Source: an optimization exercise on an open RTL-to-GDS flow (aim: small area, a short achievable clock period and few clock cycles). Production flows keep margins and buffers that such runs may drop.
Function was checked by simulation only, so behaviour that the tests miss may differ from the original.
Power and IR drop assume default switching activity.

xenon:
## usb_uart_bridge
module usb_uart_bridge (
    input  wire        clk,
    input  wire        rst,
    input  wire        cmd_valid,
    input  wire [7:0]  cmd_data,
    output wire        cmd_ready,
    output reg         ev_valid,
    output reg  [3:0]  ev_code,
    output reg  [31:0] ev_data,
    input  wire        ev_ready
);
==> module ring_buffer, before the edit <==
module ring_buffer #(
    parameter N  = 64,
    parameter AW = 6,
    parameter LO = 3                
) (
    input  wire          clk,
    input  wire          rst,
    input  wire          put,        
    input  wire [7:0]    put_data,
    input  wire          get,        
    output reg  [7:0]    rd_data,    
    output reg           empty,
    output reg           full,
    output reg  [AW-1:0] depth
);
    localparam NL = 1 << LO;
    localparam NH = N >> LO;
    localparam LAST = N - 2;        
    reg [8*(N-1)-1:0] store;
    reg [NL-1:0]  rs_lo;            
    reg [NL-1:0]  rs_lo_n;          
    reg [NH-1:0]  rs_hi;
    reg [AW-1:0]  wp;               
    reg           wb_v;
    reg [7:0]     wb_d;
    reg [NL-1:0]  we_lo;            
    reg [NH-1:0]  we_hi;            
    reg           one, two;
    integer i, j;
    always @(posedge clk) begin
        for (j = 0; j < NH; j = j + 1)
            for (i = 0; i < NL; i = i + 1)
                if (NL*j+i <= LAST && we_hi[j] && we_lo[i])
                    store[8*(NL*j+i) +: 8] <= wb_d;
    end
    wire [AW-1:0] wp1 = (wp == LAST) ? {AW{1'b0}} : wp + 1'b1;
    wire [NL-1:0] lo_sel_a = rs_lo;
    wire [NL-1:0] lo_sel_b = ~rs_lo_n;
    wire [NH-1:0] hi_sel   = rs_hi;
    reg  [7:0]    grp, nxt;
    always @(*) begin
        nxt = 8'h0;
        for (j = 0; j < NH; j = j + 1) begin
            grp = 8'h0;
            for (i = 0; i < NL; i = i + 1)
                if (NL*j+i <= LAST)
                    grp = grp | (store[8*(NL*j+i) +: 8] &
                                 {{4{lo_sel_b[i]}}, {4{lo_sel_a[i]}}});
            nxt = nxt | (grp & {8{hi_sel[j]}});
        end
    end
    always @(posedge clk) begin
        if (get) begin
            if (one)
                rd_data <= put_data;
            else if (two && wb_v)
                rd_data <= wb_d;
            else
                rd_data <= nxt;
        end else if (empty && put) begin
            rd_data <= put_data;
        end
    end
    wire [AW-1:0] dp1 = depth + 1'b1;
    wire [AW-1:0] dm1 = depth - 1'b1;
    wire          up  = put && !get;
    wire          dn  = get && !put;
    always @(posedge clk) begin
        wb_d  <= put_data;
        we_lo <= {{(NL-1){1'b0}}, 1'b1} << wp1[LO-1:0];
        if (rst) begin
            we_hi <= {NH{1'b0}};
            rs_lo <= {{(NL-2){1'b0}}, 2'b10};
            rs_lo_n <= ~{{(NL-2){1'b0}}, 2'b10};
            rs_hi <= {{(NH-1){1'b0}}, 1'b1};
            wp    <= LAST;
            wb_v  <= 1'b0;
            depth <= {AW{1'b0}};
            empty <= 1'b1;
            one   <= 1'b0;
            two   <= 1'b0;
            full  <= 1'b0;
        end else begin
            wb_v  <= put;
            we_hi <= put ? ({{(NH-1){1'b0}}, 1'b1} << wp1[AW-1:LO]) : {NH{1'b0}};
            if (put) wp <= wp1;
            if (get) begin
                if (rs_hi[NH-1] && rs_lo[NL-2]) begin
                    rs_lo <= {{(NL-1){1'b0}}, 1'b1};
                    rs_lo_n <= ~{{(NL-1){1'b0}}, 1'b1};
                    rs_hi <= {{(NH-1){1'b0}}, 1'b1};
                end else begin
                    rs_lo <= {rs_lo[NL-2:0], rs_lo[NL-1]};
                    rs_lo_n <= {rs_lo_n[NL-2:0], rs_lo_n[NL-1]};
                    if (rs_lo[NL-1])
                        rs_hi <= {rs_hi[NH-2:0], rs_hi[NH-1]};
                end
            end
            if (up) begin
                depth <= dp1;
                empty <= 1'b0;
                one   <= empty;
                two   <= one;
                full  <= (dp1 == {AW{1'b1}});
            end else if (dn) begin
                depth <= dm1;
                empty <= one;
                one   <= two;
                two   <= (depth == 3);
                full  <= 1'b0;
            end
        end
    end
endmodule
export LEC_CHECK = 0
export ABC_CLOCK_PERIOD_IN_PS = 3000
export CAP_MARGIN = 20
export CORE_MARGIN = 2
export CORE_UTILIZATION = 65
export CTS_BUF_LIST = sky130_fd_sc_hd__clkbuf_4 sky130_fd_sc_hd__clkbuf_8
export SETUP_SLACK_MARGIN = 4.0
export SLEW_MARGIN = 20
create_clock -name core_clock -period 7.0 [get_ports {clk}]
run.sh (not shown) runs the stock make flow with config.mk's settings and CLKGATE_MAP_FILE= SYNTH_SCRIPT=/design/flow/synth_recipe.tcl, a recipe that flattens the netlist after the stock synthesis.
Testbench counts of xenon, summed over its fixed seeds: cycles 36,968.
#### Input delta (violet over xenon)
--- a/flow/design.v
+++ b/flow/design.v
@@ -12,43 +12,38 @@
     output reg           empty,
     output reg           full,
     output reg  [AW-1:0] depth
 );
     localparam NL = 1 << LO;
     localparam NH = N >> LO;
-    localparam LAST = N - 2;        
-    reg [8*(N-1)-1:0] store;
+    reg [8*N-1:0] store;
     reg [NL-1:0]  rs_lo;            
-    reg [NL-1:0]  rs_lo_n;          
     reg [NH-1:0]  rs_hi;
     reg [AW-1:0]  wp;               
     reg           wb_v;
     reg [7:0]     wb_d;
     reg [NL-1:0]  we_lo;            
     reg [NH-1:0]  we_hi;            
     reg           one, two;
     integer i, j;
     always @(posedge clk) begin
         for (j = 0; j < NH; j = j + 1)
             for (i = 0; i < NL; i = i + 1)
-                if (NL*j+i <= LAST && we_hi[j] && we_lo[i])
+                if (we_hi[j] && we_lo[i])
                     store[8*(NL*j+i) +: 8] <= wb_d;
     end
-    wire [AW-1:0] wp1 = (wp == LAST) ? {AW{1'b0}} : wp + 1'b1;
-    wire [NL-1:0] lo_sel_a = rs_lo;
-    wire [NL-1:0] lo_sel_b = ~rs_lo_n;
-    wire [NH-1:0] hi_sel   = rs_hi;
+    wire [AW-1:0] wp1 = wp + 1'b1;
+    wire [NL-1:0] lo_sel = rs_lo;
+    wire [NH-1:0] hi_sel = rs_hi;
     reg  [7:0]    grp, nxt;
     always @(*) begin
         nxt = 8'h0;
         for (j = 0; j < NH; j = j + 1) begin
             grp = 8'h0;
             for (i = 0; i < NL; i = i + 1)
-                if (NL*j+i <= LAST)
-                    grp = grp | (store[8*(NL*j+i) +: 8] &
-                                 {{4{lo_sel_b[i]}}, {4{lo_sel_a[i]}}});
+                grp = grp | (store[8*(NL*j+i) +: 8] & {8{lo_sel[i]}});
             nxt = nxt | (grp & {8{hi_sel[j]}});
         end
     end
     always @(posedge clk) begin
         if (get) begin
             if (one)
@@ -68,36 +63,28 @@
     always @(posedge clk) begin
         wb_d  <= put_data;
         we_lo <= {{(NL-1){1'b0}}, 1'b1} << wp1[LO-1:0];
         if (rst) begin
             we_hi <= {NH{1'b0}};
             rs_lo <= {{(NL-2){1'b0}}, 2'b10};
-            rs_lo_n <= ~{{(NL-2){1'b0}}, 2'b10};
             rs_hi <= {{(NH-1){1'b0}}, 1'b1};
-            wp    <= LAST;
+            wp    <= {AW{1'b1}};
             wb_v  <= 1'b0;
             depth <= {AW{1'b0}};
             empty <= 1'b1;
             one   <= 1'b0;
             two   <= 1'b0;
             full  <= 1'b0;
         end else begin
             wb_v  <= put;
             we_hi <= put ? ({{(NH-1){1'b0}}, 1'b1} << wp1[AW-1:LO]) : {NH{1'b0}};
             if (put) wp <= wp1;
             if (get) begin
-                if (rs_hi[NH-1] && rs_lo[NL-2]) begin
-                    rs_lo <= {{(NL-1){1'b0}}, 1'b1};
-                    rs_lo_n <= ~{{(NL-1){1'b0}}, 1'b1};
-                    rs_hi <= {{(NH-1){1'b0}}, 1'b1};
-                end else begin
-                    rs_lo <= {rs_lo[NL-2:0], rs_lo[NL-1]};
-                    rs_lo_n <= {rs_lo_n[NL-2:0], rs_lo_n[NL-1]};
-                    if (rs_lo[NL-1])
-                        rs_hi <= {rs_hi[NH-2:0], rs_hi[NH-1]};
-                end
+                rs_lo <= {rs_lo[NL-2:0], rs_lo[NL-1]};
+                if (rs_lo[NL-1])
+                    rs_hi <= {rs_hi[NH-2:0], rs_hi[NH-1]};
             end
             if (up) begin
                 depth <= dp1;
                 empty <= 1'b0;
                 one   <= empty;
                 two   <= one;
## What came out
xenon reached the final stage; the timing, DRC and antenna checks on its layout passed.
violet: no failed stages, no open violations at the end
Compared with xenon, violet shows a wire length of the first global-routing pass that is 3.9% lower.
Status: post-layout total power parity (violet, xenon)
Power per cell area went down slightly going from xenon to violet.
Clock buffer count of violet exceeds that of xenon by a few percent.
Sequential power of violet is on par with xenon.
Where setup slack is concerned, xenon is better than violet.
From xenon to violet, leftover overflow at the end of global routing did not move at all.
Worst hold-check slack ended up 0.0041 ns higher on violet than on xenon.
Taking xenon as the reference, in violet clock skew increased by 0.021 ns relative to the old numbers; xor/xnor cell area share of the yosys netlist held steady; count of buffers not belonging to the clock network in the layout has decreased.
Against xenon, violet comes in 1.8% lower on highest achievable clock rate.
violet ended up with a higher final cell count than xenon did.
xenon reports its first element of the critical path as u_txrb.rs_lo_n[3]$_SDFFE_PP1P_ while violet reports u_txrb.rs_lo[7]$_SDFFE_PP0P_.
| TritonCTS buffer count | violet vs xenon | 1.6% lower |
Testbench counts of violet, summed over its fixed seeds: cycles 36,968.

==> what the ideal ports hide <==
The flow's constraints put no driver on any port. The routed layouts listed below were extracted and timed again, unchanged, in two steps.
Step 1, drivers: a clkbuf_16 drives clk and a buf_2 each remaining input, both assumed.
Step 2 adds t to the input delays and takes it off the output delays; t is the mean of the earliest and latest rising clock arrival at the registers after step 1. Input paths then give back, and output paths get back, about the clock's delay inside the block.
Slacks: ideal / step 1 / step 2; pairs: ideal / step 1.
run	t, ns	slack for setup (ns)	worst setup path after step 2	slew at the worst register clock pin (ns)
xenon	1.015	3.934 / 3.934 / 3.120	input to register	0.07 / 0.07
violet	1.015	3.879 / 3.879 / 3.085	input to register	0.07 / 0.07
After both steps every run listed still meets setup and hold. The setup slack of xenon, which loses most, moves by 0.000 ns with the drivers and by -0.814 ns with both steps.
